Background: an optimization exercise with open tools, aiming at small area, a short achievable clock period and few clock cycles per item. Do not read the settings as production practice.
Only simulation tests tie the RTL to the original design; equivalence was not proved.

## plc_blk_codec
module plc_blk_codec (
    input  wire        clk,
    input  wire        rst,
    input  wire        tx_cmd_valid,
    output wire        tx_cmd_ready,
    input  wire [15:0] tx_cmd_ssn,
    input  wire [8:0]  tx_cmd_boff,
    input  wire        tx_cmd_bflag,
    input  wire        tx_cmd_long,
    input  wire        tx_in_valid,
    output wire        tx_in_ready,
    input  wire [31:0] tx_in_data,
    output wire        tx_out_valid,
    input  wire        tx_out_ready,
    output wire [31:0] tx_out_data,
    output wire        tx_out_last,
    input  wire        rx_in_valid,
    output wire        rx_in_ready,
    input  wire [31:0] rx_in_data,
    input  wire        rx_in_long,
    output wire        rx_res_valid,
    input  wire        rx_res_ready,
    output wire        rx_res_ok,
    output wire        rx_res_fmterr,
    output wire [31:0] rx_res_hdr
);
    plc_blk_tx u_tx (
        .clk(clk), .rst(rst),
        .cmd_valid(tx_cmd_valid), .cmd_ready(tx_cmd_ready),
        .cmd_ssn(tx_cmd_ssn), .cmd_boff(tx_cmd_boff),
        .cmd_bflag(tx_cmd_bflag), .cmd_long(tx_cmd_long),
        .in_valid(tx_in_valid), .in_ready(tx_in_ready), .in_data(tx_in_data),
        .out_valid(tx_out_valid), .out_ready(tx_out_ready),
        .out_data(tx_out_data), .out_last(tx_out_last)
    );
    plc_blk_rx u_rx (
        .clk(clk), .rst(rst),
        .in_valid(rx_in_valid), .in_ready(rx_in_ready),
        .in_data(rx_in_data), .in_long(rx_in_long),
        .res_valid(rx_res_valid), .res_ready(rx_res_ready),
        .res_ok(rx_res_ok), .res_fmterr(rx_res_fmterr), .res_hdr(rx_res_hdr)
    );
endmodule
For scale: about 160 flip-flops, ~170 I/O pins.
==> flow/config.mk <==
export PLATFORM = sky130hd
export DESIGN_NAME = plc_blk_codec
export DESIGN_NICKNAME = plc_blk_codec
export VERILOG_FILES = /design/flow/design.v
export SDC_FILE = /design/flow/constraint.sdc
export NUM_CORES = 4
export LEC_CHECK = 0
export CAP_MARGIN = 20
export CORE_MARGIN = 2
export CORE_UTILIZATION = 50
export CTS_CLUSTER_SIZE = 40
export PLACE_DENSITY = 0.65
export SETUP_SLACK_MARGIN = 2.5
export SLEW_MARGIN = 20
export DONT_USE_CELLS = sky130_fd_sc_hd__xor3_1 sky130_fd_sc_hd__xor3_2 sky130_fd_sc_hd__xor3_4 sky130_fd_sc_hd__xnor3_1 sky130_fd_sc_hd__xnor3_2 sky130_fd_sc_hd__xnor3_4
==> flow/constraint.sdc <==
create_clock -name core_clock -period 5.0 [get_ports {clk}]
set_input_delay 1.0000 -clock core_clock [delete_from_list [all_inputs] [get_ports {clk}]]
set_output_delay 1.0000 -clock core_clock [all_outputs]
set_load 0.01 [all_outputs]
standard.sh (not shown) runs the stock make flow with config.mk's settings and CLKGATE_MAP_FILE= SYNTH_SCRIPT=/design/flow/synth_recipe.tcl, a recipe that flattens the netlist after the stock synthesis.
==> flow/flow/run.sh <==
#!/bin/bash
# Standard ORFS layout with a few extra ORFS settings passed to make.
set -euo pipefail
# keep three-input XOR cells out of the mapping: two-input XORs are smaller
# and faster for the CRC networks
echo 'export DONT_USE_CELLS = sky130_fd_sc_hd__xor3_1 sky130_fd_sc_hd__xor3_2 sky130_fd_sc_hd__xor3_4 sky130_fd_sc_hd__xnor3_1 sky130_fd_sc_hd__xnor3_2 sky130_fd_sc_hd__xnor3_4' >> config.mk
bash standard.sh BUFFER_PORTS_ARGS=-buffer_cell\ sky130_fd_sc_hd__buf_1 finish > standard.log 2>&1
Testbench counts at the start, summed over its fixed seeds: cycles 5,594, items 96.
Then changed:
--- a/flow/flow/run.sh
+++ b/flow/flow/run.sh
@@ -5,3 +5,3 @@
 # and faster for the CRC networks
 echo 'export DONT_USE_CELLS = sky130_fd_sc_hd__xor3_1 sky130_fd_sc_hd__xor3_2 sky130_fd_sc_hd__xor3_4 sky130_fd_sc_hd__xnor3_1 sky130_fd_sc_hd__xnor3_2 sky130_fd_sc_hd__xnor3_4' >> config.mk
-bash standard.sh BUFFER_PORTS_ARGS=-buffer_cell\ sky130_fd_sc_hd__buf_1 finish > standard.log 2>&1
+bash standard.sh BUFFER_PORTS_ARGS=-buffer_cell\ sky130_fd_sc_hd__buf_2 finish > standard.log 2>&1
CORE_UTILIZATION = 55   (was 50)
CTS_CLUSTER_SIZE = unset   (was 40)
PLACE_DENSITY = 0.75   (was 0.65)
SETUP_SLACK_MARGIN = 2.75   (was 2.5)
Outcome: The changed run completed with no timing, DRC or antenna violations; flip-flop and latch count is unchanged; wire length increases by 16%; worst setup slack gains 0.062 ns; register-to-register slack gains 0.06 ns; first-iteration DRC count increases by 62%; count of clock-buffer cells in the layout decreases by 2.

---

Another version of the RTL of plc_blk_codec (not shown whole).
Size in the first run: ~1000 cells after synthesis, roughly 11000 sq um of cells after synthesis.
==> flow/design.v (excerpt) <==
module plc_blk_codec (
    input  wire        clk,
    input  wire        rst,
    input  wire        tx_cmd_valid,
    output wire        tx_cmd_ready,
    input  wire [15:0] tx_cmd_ssn,
    input  wire [8:0]  tx_cmd_boff,
    input  wire        tx_cmd_bflag,
    input  wire        tx_cmd_long,
    input  wire        tx_in_valid,
    output wire        tx_in_ready,
    input  wire [31:0] tx_in_data,
    output wire        tx_out_valid,
    input  wire        tx_out_ready,
    output wire [31:0] tx_out_data,
    output wire        tx_out_last,
    input  wire        rx_in_valid,
    output wire        rx_in_ready,
    input  wire [31:0] rx_in_data,
    input  wire        rx_in_long,
    output wire        rx_res_valid,
    input  wire        rx_res_ready,
    output wire        rx_res_ok,
    output wire        rx_res_fmterr,
    output wire [31:0] rx_res_hdr
);
==> flow/config.mk <==
export PLATFORM = sky130hd
export DESIGN_NAME = plc_blk_codec
export DESIGN_NICKNAME = plc_blk_codec
export VERILOG_FILES = /design/flow/design.v
export SDC_FILE = /design/flow/constraint.sdc
export NUM_CORES = 4
export LEC_CHECK = 0
export CAP_MARGIN = 20
export CORE_MARGIN = 2
export CORE_UTILIZATION = 60
export CTS_BUF_LIST = sky130_fd_sc_hd__clkbuf_4 sky130_fd_sc_hd__clkbuf_8
export CTS_CLUSTER_SIZE = 20
export PLACE_DENSITY = 0.75
export SETUP_SLACK_MARGIN = 2.45
export SLEW_MARGIN = 20
export DONT_USE_CELLS = sky130_fd_sc_hd__xor3_1 sky130_fd_sc_hd__xor3_2 sky130_fd_sc_hd__xor3_4 sky130_fd_sc_hd__xnor3_1 sky130_fd_sc_hd__xnor3_2 sky130_fd_sc_hd__xnor3_4
==> flow/constraint.sdc <==
create_clock -name core_clock -period 5.0 [get_ports {clk}]
set_input_delay 1.0000 -clock core_clock [delete_from_list [all_inputs] [get_ports {clk}]]
set_output_delay 1.0000 -clock core_clock [all_outputs]
set_load 0.01 [all_outputs]
==> flow/flow/run.sh <==
#!/bin/bash
# Standard ORFS layout with a few extra ORFS settings passed to make.
set -euo pipefail
# keep three-input XOR cells out of the mapping: two-input XORs are smaller
# and faster for the CRC networks
echo 'export DONT_USE_CELLS = sky130_fd_sc_hd__xor3_1 sky130_fd_sc_hd__xor3_2 sky130_fd_sc_hd__xor3_4 sky130_fd_sc_hd__xnor3_1 sky130_fd_sc_hd__xnor3_2 sky130_fd_sc_hd__xnor3_4' >> config.mk
bash standard.sh BUFFER_PORTS_ARGS=-buffer_cell\ sky130_fd_sc_hd__buf_1 finish > standard.log 2>&1
Testbench counts at the start, summed over its fixed seeds: cycles 5,579, items 96.
Then changed:
--- a/flow/config.mk
+++ b/flow/config.mk
@@ -10 +10 @@
-export CORE_UTILIZATION = 60
+export CORE_UTILIZATION = 50
@@ -13 +13 @@
-export PLACE_DENSITY = 0.75
+export PLACE_DENSITY = 0.7
What happened: Clock-buffer cell count went down by 1; worst setup slack gets better by 0.086 ns; clock skew hardly moves; global-route usage fell by 4.8 points; worst hold slack is about the same; critical path depth fell by 4.
Then changed:
--- a/flow/config.mk
+++ b/flow/config.mk
@@ -10 +10 @@
-export CORE_UTILIZATION = 50
+export CORE_UTILIZATION = 40
@@ -12,3 +12,3 @@
-export CTS_CLUSTER_SIZE = 20
-export PLACE_DENSITY = 0.7
-export SETUP_SLACK_MARGIN = 2.45
+export CTS_CLUSTER_SIZE = 30
+export PLACE_DENSITY = 0.6
+export SETUP_SLACK_MARGIN = 2.2
Critical path depth goes up by 4.
Via count is lower slightly.
Design area shrinks by a few percent.
Then changed:
--- a/flow/config.mk
+++ b/flow/config.mk
@@ -10 +10 @@
-export CORE_UTILIZATION = 40
+export CORE_UTILIZATION = 60
@@ -12,3 +12,3 @@
-export CTS_CLUSTER_SIZE = 30
-export PLACE_DENSITY = 0.6
-export SETUP_SLACK_MARGIN = 2.2
+export CTS_CLUSTER_SIZE = 20
+export PLACE_DENSITY = 0.75
+export SETUP_SLACK_MARGIN = 2.35
=>
- count of clock-buffer cells in the layout does not change
- worst setup slack improved by 0.057 ns
- wire length fell by 4.1%
- core utilization grows by 23 points
- cell count is lower by 7.1%
Then changed:
--- a/flow/config.mk
+++ b/flow/config.mk
@@ -10 +10 @@
-export CORE_UTILIZATION = 60
+export CORE_UTILIZATION = 40
@@ -12,3 +12,3 @@
-export CTS_CLUSTER_SIZE = 20
-export PLACE_DENSITY = 0.75
-export SETUP_SLACK_MARGIN = 2.35
+export CTS_CLUSTER_SIZE = 30
+export PLACE_DENSITY = 0.6
+export SETUP_SLACK_MARGIN = 2.5
Cell count climbs by 9.9%.
Clock-buffer cell count climbs by 3.
Cell area climbs by 4.8%.
Sequential share of layout area drops by 1.7 points.
Maximum frequency climbs by 6.3%.
Core utilization drops by 21 points.

==> port drivers added, routing unchanged <==
The results above use ideal ports. As a check the final layouts listed here were re-extracted and re-timed, cells and wires unchanged.
Step 1: set_driving_cell puts a clkbuf_16 on clk and a buf_2 on each other input, an assumption about the parent block.
Step 2 also shifts input and output timing later by t, the mid clock arrival at the registers, as if the neighbouring blocks saw the same clock.
Three values: ideal ports, drivers, drivers and shift; two values: the first two.
run	t (ns)	slack for setup (ns)	hold slack, ns	latest minus earliest clock arrival (ns)
the first run of note 1	0.472	2.546 / 2.519 / 2.193	0.466 / 0.466 / 0.466	0.015 / 0.015
the second run of note 1	0.488	2.608 / 2.561 / 2.317	0.473 / 0.473 / 0.473	0.019 / 0.019
the first run of note 2	0.502	2.468 / 2.468 / 2.154	0.472 / 0.472 / 0.472	0.012 / 0.013
the second run of note 2	0.510	2.554 / 2.532 / 2.180	0.474 / 0.474 / 0.474	0.015 / 0.015
the third run of note 2	0.506	2.332 / 2.332 / 2.034	0.473 / 0.473 / 0.473	0.030 / 0.029
the fourth run of note 2	0.522	2.390 / 2.390 / 1.967	0.481 / 0.481 / 0.481	0.019 / 0.020
the fifth run of note 2	0.504	2.545 / 2.493 / 2.252	0.468 / 0.468 / 0.468	0.025 / 0.025
After both steps setup and hold are still met in every run listed. For the fourth run of note 2, which loses most, drivers alone change the setup slack by 0.000 ns; drivers and shift together by -0.423 ns.
